Source: an optimization exercise on an open RTL-to-GDS flow (aim: small area, a short achievable clock period and few clock cycles). Production flows keep margins and buffers that such runs may drop.
No activity file was given, so power comes from the tool's default toggle rates.

==> v33: inputs <==
==> flow/design.v <==
module cfs_crc_byte (
    input  wire [31:0] c,
    input  wire [7:0]  b,
    output reg  [31:0] r
);
    integer i;
    always @* begin
        r = c ^ {b, 24'h000000};
        for (i = 0; i < 8; i = i + 1)
            r = r[31] ? ({r[30:0], 1'b0} ^ 32'h04C11DB7) : {r[30:0], 1'b0};
    end
endmodule
module cfs_frame (
    input  wire [7:0]  opc,
    input  wire [31:0] n,
    input  wire [2:0]  s,
    output reg  [7:0]  b
);
    always @* begin
        case (s)
            3'd0:    b = opc;
            3'd1:    b = n[7:0];
            3'd2:    b = n[15:8];
            3'd3:    b = n[23:16];
            default: b = n[31:24];
        endcase
    end
endmodule
module cfs_payload (
    input  wire         clk,
    input  wire [3:0]   phase_n,   
    input  wire         we,        
    input  wire [9:0]   wcnt,      
    input  wire [9:0]   wcnt_n,    
    input  wire [7:0]   wdata,
    output wire [255:0] row,       
    output wire [255:0] r0         
);
    reg [4095:0] ring;
    reg [127:0]  stg;
    reg [31:0]   en_q;
    wire [5:0] h   = wcnt_n[9:4];
    wire [5:0] hm1 = h - 6'd1;
    wire [3:0] ptr = wcnt_n[3:0];
    wire cur_lo = (h == {1'b0, phase_n, 1'b0});
    wire cur_hi = (h == {1'b0, phase_n, 1'b1});
    wire prv_lo = (hm1 == {1'b0, phase_n, 1'b0});
    wire prv_hi = (hm1 == {1'b0, phase_n, 1'b1});
    wire [255:0] r15 = ring[4095:3840];
    genvar j;
    generate
        for (j = 0; j < 16; j = j + 1) begin : g_lane
            wire lt = (j < ptr);
            always @(posedge clk) begin
                en_q[j]      <= lt ? cur_lo : prv_lo;
                en_q[16 + j] <= lt ? cur_hi : prv_hi;
                if (we && wcnt[3:0] == j)
                    stg[8*j +: 8] <= wdata;
            end
            assign row[8*j +: 8]     = en_q[j]      ? stg[8*j +: 8] : r15[8*j +: 8];
            assign row[128+8*j +: 8] = en_q[16 + j] ? stg[8*j +: 8] : r15[128+8*j +: 8];
        end
    endgenerate
    always @(posedge clk)
        ring <= {ring[3839:0], row};
    assign r0 = ring[255:0];
endmodule
module osi_cfs (
    input  wire         clk,
    input  wire         rst,
    input  wire         cmd_valid,
    output wire         cmd_ready,
    input  wire [43:0]  cmd_word,
    output reg          rsp_valid,
    output reg  [2:0]   rsp_code,
    output wire [255:0] rsp_data
);
    localparam [7:0] OPC_READ  = 8'h01;
    localparam [7:0] OPC_WRITE = 8'h03 - OPC_READ;
    localparam [3:0] OP_NOP = 4'h0, OP_CRC_INIT = 4'h1, OP_CRC_BYTE = 4'h2, OP_CRC_READ = 4'h3,
                     OP_FRAME_RAW = 4'h4, OP_FRAME_QUIT = 4'h5, OP_FRAME_READ = 4'h6,
                     OP_FRAME_WRITE = 4'h7, OP_RX_START = 4'h8, OP_RX_BYTE = 4'h9,
                     OP_RX_STATUS = 4'hA, OP_PAY_READ = 4'hB, OP_SMP_COUNT = 4'hC,
                     OP_SMP_GET = 4'hD, OP_CFG_SETVPS = 4'hE, OP_CFG_GETVPS = 4'hF;
    localparam [2:0] E_OK = 3'd0, E_LENGTH = 3'd1, E_CHECKSUM = 3'd2, E_CONFIG = 3'd4,
                     E_NOT_ARMED = 3'd5;
    localparam [1:0] SD_IDLE = 2'd0, SD_RECEIVING = 2'd1, SD_DONE = 2'd2;
    localparam [3:0] PHASE_START = 4'd8;
    reg         cmdv_q;
    reg  [43:0] cmd_q;
    reg         ready_q;
    reg  [2:0]  step_q;
    assign cmd_ready = ready_q;
    wire accept = cmd_valid & ready_q & ~rst;
    wire [3:0]  op = cmd_q[43:40];
    wire [7:0]  a  = cmd_q[39:32];
    wire [31:0] w  = cmd_q[31:0];
    reg [31:0] crc_q;
    reg [31:0] rxcrc_q;
    reg [31:0] rxsum_q;
    reg [9:0]  rxcnt_q;
    reg [9:0]  plen_q;      
    reg [1:0]  sdst_q;
    reg        valid_q;
    reg [15:0] vps_q;
    reg [3:0]  phase_q;     
    reg [31:0] f_q;         
    reg        vps16_q;     
    wire is_frame = (op[3:2] == 2'b01);
    wire armed    = (sdst_q == SD_RECEIVING);
    wire vps_ok   = vps16_q;
    wire [3:0] row_k = (op == OP_SMP_GET) ? w[3:0] : w[8:5];
    wire needs_row = ((op == OP_PAY_READ) || (op == OP_SMP_GET && vps_ok)) && valid_q;
    wire frame_last = (step_q == 3'd4);
    wire done = cmdv_q & (is_frame ? frame_last : (!needs_row || row_k == phase_q));
    reg [7:0] frame_opc;
    always @* begin
        case (op[1:0])
            2'd1:    frame_opc = 8'h00;
            2'd2:    frame_opc = OPC_READ;
            2'd3:    frame_opc = OPC_WRITE;
            default: frame_opc = a;
        endcase
    end
    wire [31:0] frame_n = (frame_opc == 8'h00) ? 32'h0 : w;
    wire [7:0]  frame_b;
    cfs_frame u_frame (.opc(frame_opc), .n(frame_n), .s(step_q), .b(frame_b));
    wire fmode = cmdv_q & is_frame;
    wire [31:0] step_out, rxstep_out;
    cfs_crc_byte u_crc   (.c(fmode ? f_q : crc_q), .b(fmode ? frame_b : a), .r(step_out));
    cfs_crc_byte u_rxcrc (.c(rxcrc_q), .b(a), .r(rxstep_out));
    wire        rx_lead    = (rxcnt_q == 10'd0);
    wire        rx_payload = !rx_lead && !plen_q[9];
    wire        rx_trailer = plen_q[9];
    wire        rx_last    = (rxcnt_q == 10'd516);
    wire [31:0] rxsum_new  = {rxsum_q[23:0], a};
    wire        verdict    = (~rxcrc_q == rxsum_new);
    wire        do_rxstart = cmdv_q && (op == OP_RX_START);
    wire        do_rxbyte  = cmdv_q && (op == OP_RX_BYTE) && armed;
    wire        pay_we     = do_rxbyte && rx_payload;
    wire [9:0]  plen_n  = (rst || do_rxstart) ? 10'd0 : pay_we ? plen_q + 10'd1 : plen_q;
    wire [3:0]  phase_n = rst ? 4'd0 : do_rxstart ? PHASE_START : phase_q + 4'd1;
    wire [255:0] row, r0;
    cfs_payload u_payload (
        .clk(clk), .phase_n(phase_n), .we(pay_we), .wcnt(plen_q), .wcnt_n(plen_n),
        .wdata(a), .row(row), .r0(r0)
    );
    always @(posedge clk) begin
        if (rst) begin
            crc_q   <= 32'hFFFFFFFF;
            rxcrc_q <= 32'hFFFFFFFF;
            rxsum_q <= 32'h0;
            rxcnt_q <= 10'd0;
            sdst_q  <= SD_IDLE;
            valid_q <= 1'b0;
            vps_q   <= 16'd16;
            vps16_q <= 1'b1;
        end else begin
            if (cmdv_q) begin
                case (op)
                    OP_CRC_INIT: crc_q <= 32'hFFFFFFFF;
                    OP_CRC_BYTE: crc_q <= step_out;
                    OP_RX_START: begin
                        sdst_q  <= SD_RECEIVING;
                        rxcnt_q <= 10'd0;
                        rxcrc_q <= 32'hFFFFFFFF;
                        rxsum_q <= 32'h0;
                        valid_q <= 1'b0;
                    end
                    OP_RX_BYTE: if (armed) begin
                        if (rx_payload) rxcrc_q <= rxstep_out;
                        if (rx_trailer) rxsum_q <= rxsum_new;
                        rxcnt_q <= rxcnt_q + 10'd1;
                        if (rx_last) begin
                            sdst_q  <= SD_DONE;
                            valid_q <= verdict;
                        end
                    end
                    OP_CFG_SETVPS: begin
                        vps_q   <= w[15:0];
                        vps16_q <= (w[15:0] == 16'd16);
                    end
                    default: ;
                endcase
            end
        end
    end
    always @(posedge clk) begin
        plen_q  <= plen_n;
        phase_q <= phase_n;
    end
    always @(posedge clk)
        f_q <= (fmode && !frame_last && !rst) ? step_out : 32'hFFFFFFFF;
    wire [3:0]  in_op   = cmd_word[43:40];
    wire        in_read = (in_op == OP_PAY_READ) || (in_op == OP_SMP_GET);
    wire [3:0]  in_row  = (in_op == OP_SMP_GET) ? cmd_word[3:0] : cmd_word[8:5];
    wire [2:0]  step_n  = (fmode && !frame_last) ? step_q + 3'd1 : 3'd0;
    wire in_done_next   = !(in_op[3:2] == 2'b01) && !(in_read && in_row != phase_n);
    wire held_done_next = is_frame ? (step_n == 3'd4) : (row_k == phase_n);
    always @(posedge clk) begin
        if (rst) begin
            cmdv_q  <= 1'b0;
            ready_q <= 1'b1;
            step_q  <= 3'd0;
        end else begin
            step_q <= step_n;
            if (accept) begin
                cmd_q   <= cmd_word;
                cmdv_q  <= 1'b1;
                ready_q <= in_done_next;
            end else if (cmdv_q && !done) begin
                ready_q <= held_done_next;
            end else begin
                cmdv_q  <= 1'b0;
                ready_q <= 1'b1;
            end
        end
    end
    reg [2:0]   code;
    reg [104:0] data;
    wire [7:0]  pay_byte = row[8*w[4:0] +: 8];
    always @* begin
        code = E_OK;
        data = 105'b0;
        case (op)
            OP_CRC_READ: data[31:0] = ~crc_q;
            OP_FRAME_RAW, OP_FRAME_QUIT, OP_FRAME_READ, OP_FRAME_WRITE:
                data[71:0] = {~step_out, frame_n, frame_opc};
            OP_RX_BYTE:
                if (!armed) begin
                    code      = E_NOT_ARMED;
                    data[1:0] = sdst_q;
                end else if (rx_last) begin
                    data[0] = 1'b1;
                    data[1] = verdict;
                end
            OP_RX_STATUS: begin
                data[31:0]  = rxsum_q;
                data[63:32] = ~rxcrc_q;
                data[73:64] = rxcnt_q;
                data[89:80] = plen_q;
                data[97:96] = sdst_q;
                data[104]   = valid_q;
            end
            OP_PAY_READ:
                if (sdst_q != SD_DONE) begin
                    code        = E_LENGTH;
                    data[31:0]  = 32'd512;
                    data[41:32] = plen_q;
                end else if (!valid_q) begin
                    code        = E_CHECKSUM;
                    data[31:0]  = rxsum_q;
                    data[63:32] = ~rxcrc_q;
                end else begin
                    data[7:0] = pay_byte;
                end
            OP_SMP_COUNT:
                if (!vps_ok) begin
                    code       = E_CONFIG;
                    data[15:0] = vps_q;
                end else begin
                    data[31:0] = 32'd16;
                end
            OP_SMP_GET:
                if (!vps_ok) begin
                    code       = E_CONFIG;
                    data[15:0] = vps_q;
                end else if (sdst_q != SD_DONE) begin
                    code        = E_LENGTH;
                    data[31:0]  = 32'd512;
                    data[41:32] = plen_q;
                end else if (!valid_q) begin
                    code        = E_CHECKSUM;
                    data[31:0]  = rxsum_q;
                    data[63:32] = ~rxcrc_q;
                end else begin
                    data = row[104:0];
                end
            OP_CFG_GETVPS: data[15:0] = vps_q;
            default: ;
        endcase
    end
    reg [104:0] data_q;
    always @(posedge clk) begin
        rsp_valid <= done && !rst;
        rsp_code  <= code;
        data_q    <= data;
    end
    assign rsp_data = {r0[255:105], data_q};
endmodule
==> flow/run.sh <==
#!/bin/bash
# synth_recipe.tcl (not shown) runs the flow's synth.tcl, then flattens the netlist and writes it again
# the make line also repeats each setting of config.mk as NAME=value (left out here)
make -C /OpenROAD-flow-scripts/flow DESIGN_CONFIG=/design/flow/config.mk WORK_HOME=/design/flow/orfs CLKGATE_MAP_FILE= SYNTH_SCRIPT=/design/flow/synth_recipe.tcl finish
==> flow/config.mk <==
export PLATFORM = sky130hd
export DESIGN_NAME = osi_cfs
export DESIGN_NICKNAME = osi_cfs
export VERILOG_FILES = /design/flow/design.v
export SDC_FILE = /design/flow/constraint.sdc
export NUM_CORES = 4
export LEC_CHECK = 0
export ABC_CLOCK_PERIOD_IN_PS = 2600
export CAP_MARGIN = 20
export CORE_MARGIN = 2
export CORE_UTILIZATION = 60
export PLACE_DENSITY = 0.75
export SETUP_SLACK_MARGIN = 2.4
export SLEW_MARGIN = 20
==> flow/constraint.sdc <==
create_clock -name core_clock -period 5.0 [get_ports {clk}]
set_input_delay 1.0000 -clock core_clock [delete_from_list [all_inputs] [get_ports {clk}]]
set_output_delay 1.0000 -clock core_clock [all_outputs]
set_load 0.01 [all_outputs]
==> v9: changes against v33 <==
--- a/flow/design.v
+++ b/flow/design.v
@@ -29,22 +29,21 @@
 module cfs_payload (
     input  wire         clk,
-    input  wire [3:0]   phase_n,   
-    input  wire         we,        
-    input  wire [9:0]   wcnt,      
-    input  wire [9:0]   wcnt_n,    
+    input  wire [3:0]   phase,    
+    input  wire         we,       
+    input  wire [9:0]   wcnt,     
     input  wire [7:0]   wdata,
-    output wire [255:0] row,       
-    output wire [255:0] r0         
+    output wire [255:0] row,      
+    output wire [255:0] r0        
 );
     reg [4095:0] ring;
     reg [127:0]  stg;
-    reg [31:0]   en_q;
-    wire [5:0] h   = wcnt_n[9:4];
-    wire [5:0] hm1 = h - 6'd1;
-    wire [3:0] ptr = wcnt_n[3:0];
-    wire cur_lo = (h == {1'b0, phase_n, 1'b0});
-    wire cur_hi = (h == {1'b0, phase_n, 1'b1});
-    wire prv_lo = (hm1 == {1'b0, phase_n, 1'b0});
-    wire prv_hi = (hm1 == {1'b0, phase_n, 1'b1});
+    wire [5:0] h   = wcnt[9:4];
+    wire [3:0] ptr = wcnt[3:0];
+    wire [4:0] hlo = {phase, 1'b0};
+    wire [4:0] hhi = {phase, 1'b1};
+    wire cur_lo = (h[4:0] == hlo) && !h[5];
+    wire cur_hi = (h[4:0] == hhi) && !h[5];
+    wire prv_lo = (h - 6'd1 == {1'b0, hlo}) && (h != 6'd0);
+    wire prv_hi = (h - 6'd1 == {1'b0, hhi}) && (h != 6'd0);
     wire [255:0] r15 = ring[4095:3840];
     genvar j;
@@ -52,12 +51,11 @@
         for (j = 0; j < 16; j = j + 1) begin : g_lane
             wire lt = (j < ptr);
-            always @(posedge clk) begin
-                en_q[j]      <= lt ? cur_lo : prv_lo;
-                en_q[16 + j] <= lt ? cur_hi : prv_hi;
-                if (we && wcnt[3:0] == j)
+            wire en_lo = lt ? cur_lo : prv_lo;
+            wire en_hi = lt ? cur_hi : prv_hi;
+            assign row[8*j +: 8]       = en_lo ? stg[8*j +: 8] : r15[8*j +: 8];
+            assign row[128+8*j +: 8]   = en_hi ? stg[8*j +: 8] : r15[128+8*j +: 8];
+            always @(posedge clk)
+                if (we && ptr == j)
                     stg[8*j +: 8] <= wdata;
-            end
-            assign row[8*j +: 8]     = en_q[j]      ? stg[8*j +: 8] : r15[8*j +: 8];
-            assign row[128+8*j +: 8] = en_q[16 + j] ? stg[8*j +: 8] : r15[128+8*j +: 8];
         end
     endgenerate
@@ -106,10 +104,10 @@
     reg [3:0]  phase_q;     
     reg [31:0] f_q;         
-    reg        vps16_q;     
     wire is_frame = (op[3:2] == 2'b01);
     wire armed    = (sdst_q == SD_RECEIVING);
-    wire vps_ok   = vps16_q;
+    wire vps_ok   = (vps_q == 16'd16);
+    wire pay_ok   = (sdst_q == SD_DONE) && valid_q;
     wire [3:0] row_k = (op == OP_SMP_GET) ? w[3:0] : w[8:5];
-    wire needs_row = ((op == OP_PAY_READ) || (op == OP_SMP_GET && vps_ok)) && valid_q;
+    wire needs_row = ((op == OP_PAY_READ) || (op == OP_SMP_GET && vps_ok)) && pay_ok;
     wire frame_last = (step_q == 3'd4);
     wire done = cmdv_q & (is_frame ? frame_last : (!needs_row || row_k == phase_q));
@@ -136,12 +134,8 @@
     wire [31:0] rxsum_new  = {rxsum_q[23:0], a};
     wire        verdict    = (~rxcrc_q == rxsum_new);
-    wire        do_rxstart = cmdv_q && (op == OP_RX_START);
-    wire        do_rxbyte  = cmdv_q && (op == OP_RX_BYTE) && armed;
-    wire        pay_we     = do_rxbyte && rx_payload;
-    wire [9:0]  plen_n  = (rst || do_rxstart) ? 10'd0 : pay_we ? plen_q + 10'd1 : plen_q;
-    wire [3:0]  phase_n = rst ? 4'd0 : do_rxstart ? PHASE_START : phase_q + 4'd1;
+    wire        do_rxbyte  = done && (op == OP_RX_BYTE) && armed;
     wire [255:0] row, r0;
     cfs_payload u_payload (
-        .clk(clk), .phase_n(phase_n), .we(pay_we), .wcnt(plen_q), .wcnt_n(plen_n),
+        .clk(clk), .phase(phase_q), .we(do_rxbyte && rx_payload), .wcnt(plen_q),
         .wdata(a), .row(row), .r0(r0)
     );
@@ -152,10 +146,12 @@
             rxsum_q <= 32'h0;
             rxcnt_q <= 10'd0;
+            plen_q  <= 10'd0;
             sdst_q  <= SD_IDLE;
             valid_q <= 1'b0;
             vps_q   <= 16'd16;
-            vps16_q <= 1'b1;
+            phase_q <= 4'd0;
         end else begin
-            if (cmdv_q) begin
+            phase_q <= phase_q + 4'd1;
+            if (done) begin
                 case (op)
                     OP_CRC_INIT: crc_q <= 32'hFFFFFFFF;
@@ -164,10 +160,15 @@
                         sdst_q  <= SD_RECEIVING;
                         rxcnt_q <= 10'd0;
+                        plen_q  <= 10'd0;
                         rxcrc_q <= 32'hFFFFFFFF;
                         rxsum_q <= 32'h0;
                         valid_q <= 1'b0;
+                        phase_q <= PHASE_START;
                     end
                     OP_RX_BYTE: if (armed) begin
-                        if (rx_payload) rxcrc_q <= rxstep_out;
+                        if (rx_payload) begin
+                            rxcrc_q <= rxstep_out;
+                            plen_q  <= plen_q + 10'd1;
+                        end
                         if (rx_trailer) rxsum_q <= rxsum_new;
                         rxcnt_q <= rxcnt_q + 10'd1;
@@ -177,16 +178,9 @@
                         end
                     end
-                    OP_CFG_SETVPS: begin
-                        vps_q   <= w[15:0];
-                        vps16_q <= (w[15:0] == 16'd16);
-                    end
+                    OP_CFG_SETVPS: vps_q <= w[15:0];
                     default: ;
                 endcase
             end
         end
-    end
-    always @(posedge clk) begin
-        plen_q  <= plen_n;
-        phase_q <= phase_n;
     end
     always @(posedge clk)
@@ -195,4 +189,5 @@
     wire        in_read = (in_op == OP_PAY_READ) || (in_op == OP_SMP_GET);
     wire [3:0]  in_row  = (in_op == OP_SMP_GET) ? cmd_word[3:0] : cmd_word[8:5];
+    wire [3:0]  phase_n = (done && op == OP_RX_START) ? PHASE_START : phase_q + 4'd1;
     wire [2:0]  step_n  = (fmode && !frame_last) ? step_q + 3'd1 : 3'd0;
     wire in_done_next   = !(in_op[3:2] == 2'b01) && !(in_read && in_row != phase_n);
ABC_CLOCK_PERIOD_IN_PS = not set   (was 2600)
CORE_UTILIZATION = 40   (was 60)
PLACE_DENSITY = 0.6   (was 0.75)
SETUP_SLACK_MARGIN = not set   (was 2.4)
==> impl_metrics.py <==
metrics = {
    "power": {
        "pwr-share-comb": 0.025,
        "switchingPower_uw": 14700,
    },
    "detailed_routing": {
        "num_vias": 52949,
    },
    "run_status": {
        "status": "complete, no violations",
    },
    "critical_path": {
        "required_ps": 5900,
        "cp_common_cell": "ha_4",
    },
    "cts": {
        "cts_made_buffers": 404,
    },
    "cells_and_area": {
        "ff_latch_area_um2": 94000,
    },
    "placement": {
        "dpl_worst_slack_ps": 981,
    },
}
[end of results for v33]
==> impl_metrics.py <==
metrics = {
    "cts": {
        "cts_made_buffers": 405,
    },
    "run_status": {
        "status": "complete, no violations",
    },
    "critical_path": {
        "required_ps": 5810,
        "cp_common_cell": "mux2i_1",
    },
    "detailed_routing": {
        "num_vias": 51426,
    },
    "power": {
        "pwr-share-comb": 0.017,
        "switchingPower_uw": 14400,
    },
}
[end of results for v9]
Function was not checked in any run of this note: the RTL went through the layout flow alone.

[separate check: timing with driven ports]
No port has a modelled driver above. Below, the same layouts with a new extraction and two added sets of constraints.
Step 1 sets driving cells, clkbuf_16 on the clock port and buf_2 on the other inputs (assumed; they add their load-dependent delay and slew).
Step 2 times the ports against the registers' clock, not the clock port: input delays grow and output delays shrink by t, the midpoint of the rising clock arrivals with the driver on.
Slacks: ideal / step 1 / step 2; pairs: ideal / step 1.
| run | t (ns) | setup WS [ns] | hold slack, ns |
|---|---|---|---|
| v33 | 1.032 | 1.535 / 1.535 / 1.470 | 0.239 / 0.239 / 0.239 |
| v9 | 1.014 | 0.339 / 0.339 / 0.339 | 0.259 / 0.259 / 0.259 |
After both steps every run listed still meets setup and hold. For v33, which loses most, drivers alone change the setup slack by 0.000 ns; drivers and shift together by -0.065 ns.
